Context: an optimization exercise on an open-source flow, tuned for a short achievable clock period. The choices shown serve that exercise and are no tape-out recipe. Only simulation tests tie the RTL to the original design; equivalence was not proved.

Setup of red:
Design tinybasu_core, start of the top module:
module tinybasu_core (
    input  wire        clk,
    input  wire        rst,           
    input  wire [15:0] budget,
    input  wire [2:0]  strategy,
    output reg         mem_en,
    output reg         mem_we,
    output reg  [8:0]  mem_addr,
    output reg  [15:0] mem_wdata,
    input  wire [15:0] mem_rdata,
    output wire        done,
    output reg  [1:0]  run_state,
    output reg  [2:0]  fault_cause,
    output reg  [15:0] fault_pc,
    output reg  [15:0] fault_info,
    output wire [15:0] pc_out,
    output reg  [16:0] cycles,
    output reg  [16:0] executed,
    output reg  [16:0] stalls,
    output reg  [16:0] flushes,
    input  wire [2:0]  dbg_sel,
    output wire [15:0] dbg_reg
);
Size in the first run: roughly 1600 flip-flops, roughly 210 I/O pins.
==> flow/config.mk <==
export PLATFORM = sky130hd
export DESIGN_NAME = tinybasu_core
export DESIGN_NICKNAME = tinybasu_core
export VERILOG_FILES = /design/flow/design.v
export SDC_FILE = /design/flow/constraint.sdc
export NUM_CORES = 4
export LEC_CHECK = 0
export CAP_MARGIN = 20
export CORE_MARGIN = 2
export CORE_UTILIZATION = 40
export SLEW_MARGIN = 20
==> flow/constraint.sdc <==
create_clock -name core_clock -period 55.0 [get_ports {clk}]
set_input_delay 11.0000 -clock core_clock [delete_from_list [all_inputs] [get_ports {clk}]]
set_output_delay 11.0000 -clock core_clock [all_outputs]
set_load 0.01 [all_outputs]
run.sh (not shown) runs the stock make flow with config.mk's settings and CLKGATE_MAP_FILE= SYNTH_SCRIPT=/design/flow/synth_recipe.tcl, a recipe that flattens the netlist after the stock synthesis.
Having completed the whole flow, red delivered a layout that passed the timing, DRC and antenna checks.
Testbench counts of red, summed over its fixed seeds: clk cycles 302,612.
Input changes introduced in green (baseline for comparison: red):
diff --git a/flow/design.v b/flow/design.v
--- a/flow/design.v
+++ b/flow/design.v
@@ -66,25 +66,29 @@
     reg        fill_v;
     reg [8:0]  fill_a;
     reg        pa_v;
     reg        pa_we;
     reg [8:0]  pa_addr;
     reg [15:0] pa_wdata;
     reg [2:0]  pa_rd;
     reg        lw_v;
     reg [2:0]  lw_rd;
+    localparam DV_S = 8;         
+    localparam DV_N = 16 / DV_S;  
     reg        dv_busy;
-    reg        dv_last;
+    reg [4:0]  dv_cnt;
+    wire       dv_last = (dv_cnt == DV_N - 1);
     reg        dv_neg;
     reg [2:0]  dv_rd;
     reg [15:0] dv_q;        
     reg [15:0] dv_r;        
     reg [15:0] dv_b;        
+    reg [17:0] dv_b3;       
     reg          c_v   [0:CN-1];
     reg [TB-1:0] c_tag [0:CN-1];
     reg [15:0]   c_dat [0:CN-1];
     reg        bpt_valid [0:127];
     reg [2:0]  bpt_state [0:127];
     assign done    = (state == S_DONE);
     assign pc_out  = pc;
     assign dbg_reg = regs[dbg_sel];
     wire        inst_v = ir_v | mf_v;
@@ -360,31 +364,41 @@
             mem_we    = x_acc_st;
             mem_addr  = i_ea[8:0];
         end else if (fetch) begin
             mem_en    = 1'b1;
         end
     end
     wire [15:0] abs_s = xs[15] ? (16'd0 - xs) : xs;
     wire [15:0] abs_t = xt[15] ? (16'd0 - xt) : xt;
     reg [15:0] dn_q, dn_r;
-    reg [16:0] dn_t;
+    reg [17:0] dn_t;
+    reg [18:0] dn_d1, dn_d2, dn_d3;
     integer k;
     always @(*) begin
         dn_q = dv_q;
         dn_r = dv_r;
-        for (k = 0; k < 8; k = k + 1) begin
-            dn_t = {dn_r, dn_q[15]} - {1'b0, dv_b};
-            if (!dn_t[16]) begin
-                dn_r = dn_t[15:0];
-                dn_q = {dn_q[14:0], 1'b1};
+        for (k = 0; k < DV_S / 2; k = k + 1) begin
+            dn_t  = {dn_r, dn_q[15:14]};
+            dn_d1 = {1'b0, dn_t} - {3'b000, dv_b};
+            dn_d2 = {1'b0, dn_t} - {2'b00, dv_b, 1'b0};
+            dn_d3 = {1'b0, dn_t} - {1'b0, dv_b3};
+            if (!dn_d3[18]) begin
+                dn_r = dn_d3[15:0];
+                dn_q = {dn_q[13:0], 2'd3};
+            end else if (!dn_d2[18]) begin
+                dn_r = dn_d2[15:0];
+                dn_q = {dn_q[13:0], 2'd2};
+            end else if (!dn_d1[18]) begin
+                dn_r = dn_d1[15:0];
+                dn_q = {dn_q[13:0], 2'd1};
             end else begin
-                dn_r = {dn_r[14:0], dn_q[15]};
-                dn_q = {dn_q[14:0], 1'b0};
+                dn_r = dn_t[15:0];
+                dn_q = {dn_q[13:0], 2'd0};
             end
         end
     end
     wire [15:0] dv_res = dv_neg ? (16'd0 - dn_q) : dn_q;
     wire pend_nxt = (pa_set) || (x_acc && !x_acc_st) || (pa_v && !pa_we) ||
                     (dv_busy && !dv_last) || (commit && x_div);
     integer i;
     always @(posedge clk) begin
         if (rst) begin
@@ -467,28 +481,29 @@
             pa_v     <= pa_set;
             pa_we    <= x_store;
             pa_addr  <= ea[8:0];
             pa_wdata <= xd;
             pa_rd    <= rd;
             lw_v  <= (x_acc && !x_acc_st) || (pa_v && !pa_we);
             lw_rd <= pa_v ? pa_rd : i_rd;
             if (commit && x_div) begin
                 dv_busy <= 1'b1;
-                dv_last <= 1'b0;
+                dv_cnt  <= 5'd0;
                 dv_neg  <= xs[15] ^ xt[15];
                 dv_rd   <= rd;
                 dv_q    <= abs_s;
                 dv_r    <= 16'd0;
                 dv_b    <= abs_t;
+                dv_b3   <= {2'b00, abs_t} + {1'b0, abs_t, 1'b0};
             end else if (dv_busy) begin
                 dv_q    <= dn_q;
                 dv_r    <= dn_r;
-                dv_last <= 1'b1;
+                dv_cnt  <= dv_cnt + 5'd1;
                 if (dv_last)
                     dv_busy <= 1'b0;
             end
             for (i = 0; i < CN; i = i + 1) begin
                 if (st_now && st_now_a[CB-1:0] == i) begin
                     c_v[i]   <= 1'b1;
                     c_tag[i] <= st_now_a[8:CB];
                     c_dat[i] <= pa_v ? pa_wdata : i_xd;
                 end else if (fill_v && fill_a[CB-1:0] == i) begin
## What came out
Die area | green > red
red reports its critical path start-end classification as register to register while green reports input port to output port.
Area of the placeable core: green vs red up about 2%
From red to green the numbers moved as follows: placed wire-length estimate after detailed placement fell about 4%, synthesized instance count fell about 0.6%, count of non-filler cells in the finished layout about even.
Per the comparison of green with red, multi-input combinational area share saw an increase; count of flip-flops and latches saw an increase.
green ends up with higher highest clock frequency the design can meet than red does.
In the tables for red and green, compound-cell area share of the yosys netlist reads lower with green.
Against red as the reference, green delivers a higher filler cell count.
Beginning of the critical path: dv_b[1] -> red, dbg_sel[2] -> green
Going from red to green, number of non-clock buffers shrank by a few percent.
Testbench counts of green, summed over its fixed seeds: clk cycles 302,612.


tinybasu_core, a different RTL version from the one above (not shown whole).
Size in the first run: about 13000 cells after synthesis, about 1600 flip-flops, about 0.12 mm^2 of cells after synthesis.
// tinybasu_core
module tinybasu_core (
    input  wire        clk,
    input  wire        rst,           
    input  wire [15:0] budget,
    input  wire [2:0]  strategy,
    output reg         mem_en,
    output reg         mem_we,
    output reg  [8:0]  mem_addr,
    output reg  [15:0] mem_wdata,
    input  wire [15:0] mem_rdata,
    output wire        done,
    output reg  [1:0]  run_state,
    output reg  [2:0]  fault_cause,
    output reg  [15:0] fault_pc,
    output reg  [15:0] fault_info,
    output wire [15:0] pc_out,
    output reg  [16:0] cycles,
    output reg  [16:0] executed,
    output reg  [16:0] stalls,
    output reg  [16:0] flushes,
    input  wire [2:0]  dbg_sel,
    output wire [15:0] dbg_reg
);
    localparam RS_RUN   = 2'd0;
    localparam RS_HALT  = 2'd1;
    localparam RS_TOUT  = 2'd2;
    localparam RS_FAULT = 2'd3;
    localparam F_NONE  = 3'd0;
    localparam F_MEM   = 3'd1;
    localparam F_FETCH = 3'd2;
    localparam F_ILL   = 3'd3;
    localparam F_DIV0  = 3'd4;
    localparam F_SHIFT = 3'd5;
  ...
==> flow/config.mk <==
export PLATFORM = sky130hd
export DESIGN_NAME = tinybasu_core
export DESIGN_NICKNAME = tinybasu_core
export VERILOG_FILES = /design/flow/design.v
export SDC_FILE = /design/flow/constraint.sdc
export NUM_CORES = 4
export LEC_CHECK = 0
export CAP_MARGIN = 20
export CORE_MARGIN = 2
export CORE_UTILIZATION = 40
export SLEW_MARGIN = 20
==> flow/constraint.sdc <==
create_clock -name core_clock -period 55.0 [get_ports {clk}]
set_input_delay 11.0000 -clock core_clock [delete_from_list [all_inputs] [get_ports {clk}]]
set_output_delay 11.0000 -clock core_clock [all_outputs]
set_load 0.01 [all_outputs]
standard.sh (not shown) runs the stock make flow with config.mk's settings and CLKGATE_MAP_FILE= SYNTH_SCRIPT=/design/flow/synth_recipe.tcl, a recipe that flattens the netlist after the stock synthesis.
==> flow/flow/run.sh <==
#!/bin/bash
# The standard layout (the standard.sh: ORFS synthesis to final layout,
# at the design's clock period and constraints), with two changes to how it
# optimises:
#  - the port buffers that the standard flow inserts are sky130 buf_8 cells
#    instead of the default choice, so that the port paths are fast;
#  - ORFS's repair_timing aims for a larger setup slack (SETUP_SLACK_MARGIN),
#    so that it also works on the longest paths that already meet 55 ns.
set -euo pipefail
export BUFFER_PORTS_ARGS="-buffer_cell sky130_fd_sc_hd__buf_8"
export SETUP_SLACK_MARGIN=33
bash standard.sh finish > standard_finish.log 2>&1
The starting point went through all stages and came out clean.
Testbench counts at the start, summed over its fixed seeds: clk cycles 284,315.
Change:
--- a/flow/design.v
+++ b/flow/design.v
@@ -450,21 +450,62 @@
     wire [15:0] dn_q = dn[31:16];
     wire [15:0] dn_r = dn[15:0];
     wire [2:0]  i_rt     = ir[5:3];
     wire [15:0] i_xt     = regs[i_rt];
     wire [15:0] i_abs_s  = i_xs[15] ? (16'd0 - i_xs) : i_xs;
     wire [15:0] i_abs_t  = i_xt[15] ? (16'd0 - i_xt) : i_xt;
     wire [17:0] i_b3     = {2'b00, i_abs_t} + {1'b0, i_abs_t, 1'b0};
     wire [31:0] i_dn     = div8(i_abs_s, 16'd0, i_abs_t, i_b3);
     wire        dv_early = ir_v && !(lw_v && (lw_rd == i_rs || lw_rd == i_rt));
+    function [15:0] divsm;
+        input [15:0] q;
+        input [5:0]  b;
+        input [7:0]  b3;
+        reg [15:0] qq;
+        reg [5:0]  rr;
+        reg [7:0]  t;
+        reg [8:0]  d1, d2, d3;
+        integer k;
+        begin
+            qq = q;
+            rr = 6'd0;
+            for (k = 0; k < 8; k = k + 1) begin
+                t  = {rr, qq[15:14]};
+                d1 = {1'b0, t} - {3'b000, b};
+                d2 = {1'b0, t} - {2'b00, b, 1'b0};
+                d3 = {1'b0, t} - {1'b0, b3};
+                if (!d3[8]) begin
+                    rr = d3[5:0];
+                    qq = {qq[13:0], 2'd3};
+                end else if (!d2[8]) begin
+                    rr = d2[5:0];
+                    qq = {qq[13:0], 2'd2};
+                end else if (!d1[8]) begin
+                    rr = d1[5:0];
+                    qq = {qq[13:0], 2'd1};
+                end else begin
+                    rr = t[5:0];
+                    qq = {qq[13:0], 2'd0};
+                end
+            end
+            divsm = qq;
+        end
+    endfunction
+    wire        i_small = (i_xt[15:6] == 10'd0) ||
+                          ((i_xt[15:6] == 10'h3ff) && (i_xt[5:0] != 6'd0));
+    wire [5:0]  i_b6    = i_xt[15] ? (6'd0 - i_xt[5:0]) : i_xt[5:0];
+    wire [7:0]  i_b6x3  = {2'b00, i_b6} + {1'b0, i_b6, 1'b0};
+    wire        dv_fast = dv_early && i_small;
+    wire [15:0] i_fq    = divsm(i_abs_s, i_b6, i_b6x3);
+    wire [15:0] i_fres  = (i_xs[15] ^ i_xt[15]) ? (16'd0 - i_fq) : i_fq;
     wire [15:0] dv_res = dv_neg ? (16'd0 - dn_q) : dn_q;
     wire pend_nxt = (pa_set) || (x_acc && !x_acc_st) || (pa_v && !pa_we) ||
-                    (dv_busy && !dv_last) || (commit && x_div);
+                    (dv_busy && !dv_last) || (commit && x_div && !dv_fast);
     integer i;
     always @(posedge clk) begin
         if (rst) begin
             state       <= S_RUN;
             pc          <= 16'd0;
             run_state   <= RS_RUN;
             fault_cause <= F_NONE;
             fault_pc    <= 16'd0;
             fault_info  <= 16'd0;
@@ -525,18 +566,20 @@
                     bpt_state[bkey] <= next_bstate;
                 end
             end
             if (dv_busy && dv_last && !dv_kill)
                 regs[dv_rd] <= dv_res;
             if (lw_v)
                 regs[lw_rd] <= mem_rdata;
             if (commit && x_wr)
                 regs[x_wr_idx] <= x_wr_val;
+            if (commit && x_div && dv_fast)
+                regs[rd] <= i_fres;
             if (hold) begin
                 ir_v <= 1'b1;
                 ir   <= w;
             end else begin
                 ir_v <= running && !stop && n_v;
                 ir   <= n_w;
             end
             mf_v   <= running && !stop && !hold && f_ok;
             fill_v <= fetch;
@@ -544,19 +587,19 @@
             if (fetch && (pf_go || !fd_hit))
                 pf_a <= fa[8:0] + 9'd1;
             pa_v     <= pa_set;
             pa_we    <= x_store;
             pa_addr  <= ea[8:0];
             pa_wdata <= xd;
             pa_rd    <= rd;
             lw_v  <= (x_acc && !x_acc_st) || (pa_v && !pa_we);
             lw_rd <= pa_v ? pa_rd : i_rd;
-            if (commit && x_div) begin
+            if (commit && x_div && !dv_fast) begin
                 dv_busy <= 1'b1;
                 dv_kill <= 1'b0;
                 dv_neg  <= xs[15] ^ xt[15];
                 dv_rd   <= rd;
                 if (dv_early) begin
                     dv_cnt  <= 5'd1;
                     dv_q    <= i_dn[31:16];
                     dv_r    <= i_dn[15:0];
                 end else begin
=> Synthesized area grows slightly. Hold slack is about the same. Utilization grows by 0.49 points. Wire length shrinks by a few percent. Fmax shrinks slightly. Clock-buffer cell count shrinks by 3. Global-route usage shrinks by 1.2 points.
Testbench counts after the change, summed over its fixed seeds: clk cycles 282,436.

re-timing with driven ports:
The results above use ideal ports. As a check the final layouts listed here were re-extracted and re-timed, cells and wires unchanged.
Step 1: set_driving_cell puts a clkbuf_16 on clk and a buf_2 on each other input, an assumption about the parent block.
Step 2 moves the port delays by t, midway between the first and last clock arrival at a register: inputs arrive t later, outputs are due t later. That takes back most of the time a late clock gives input paths.
Slacks: ideal / step 1 / step 2; pairs: ideal / step 1.
run	t (ns)	setup slack, ns	worst setup path at the end	cell pins on the clock port's net
red	0.968	25.138 / 25.138 / 25.138	register to register	1
green	0.950	30.694 / 30.595 / 30.595	input to output	1
the first run of note 2	0.994	31.856 / 31.477 / 31.477	input to output	1
the second run of note 2	0.982	31.752 / 31.286 / 31.286	input to output	1
After both steps setup and hold are still met in every run listed. The setup slack of the second run of note 2, which loses most, moves by -0.466 ns with the drivers and by -0.466 ns with both steps.
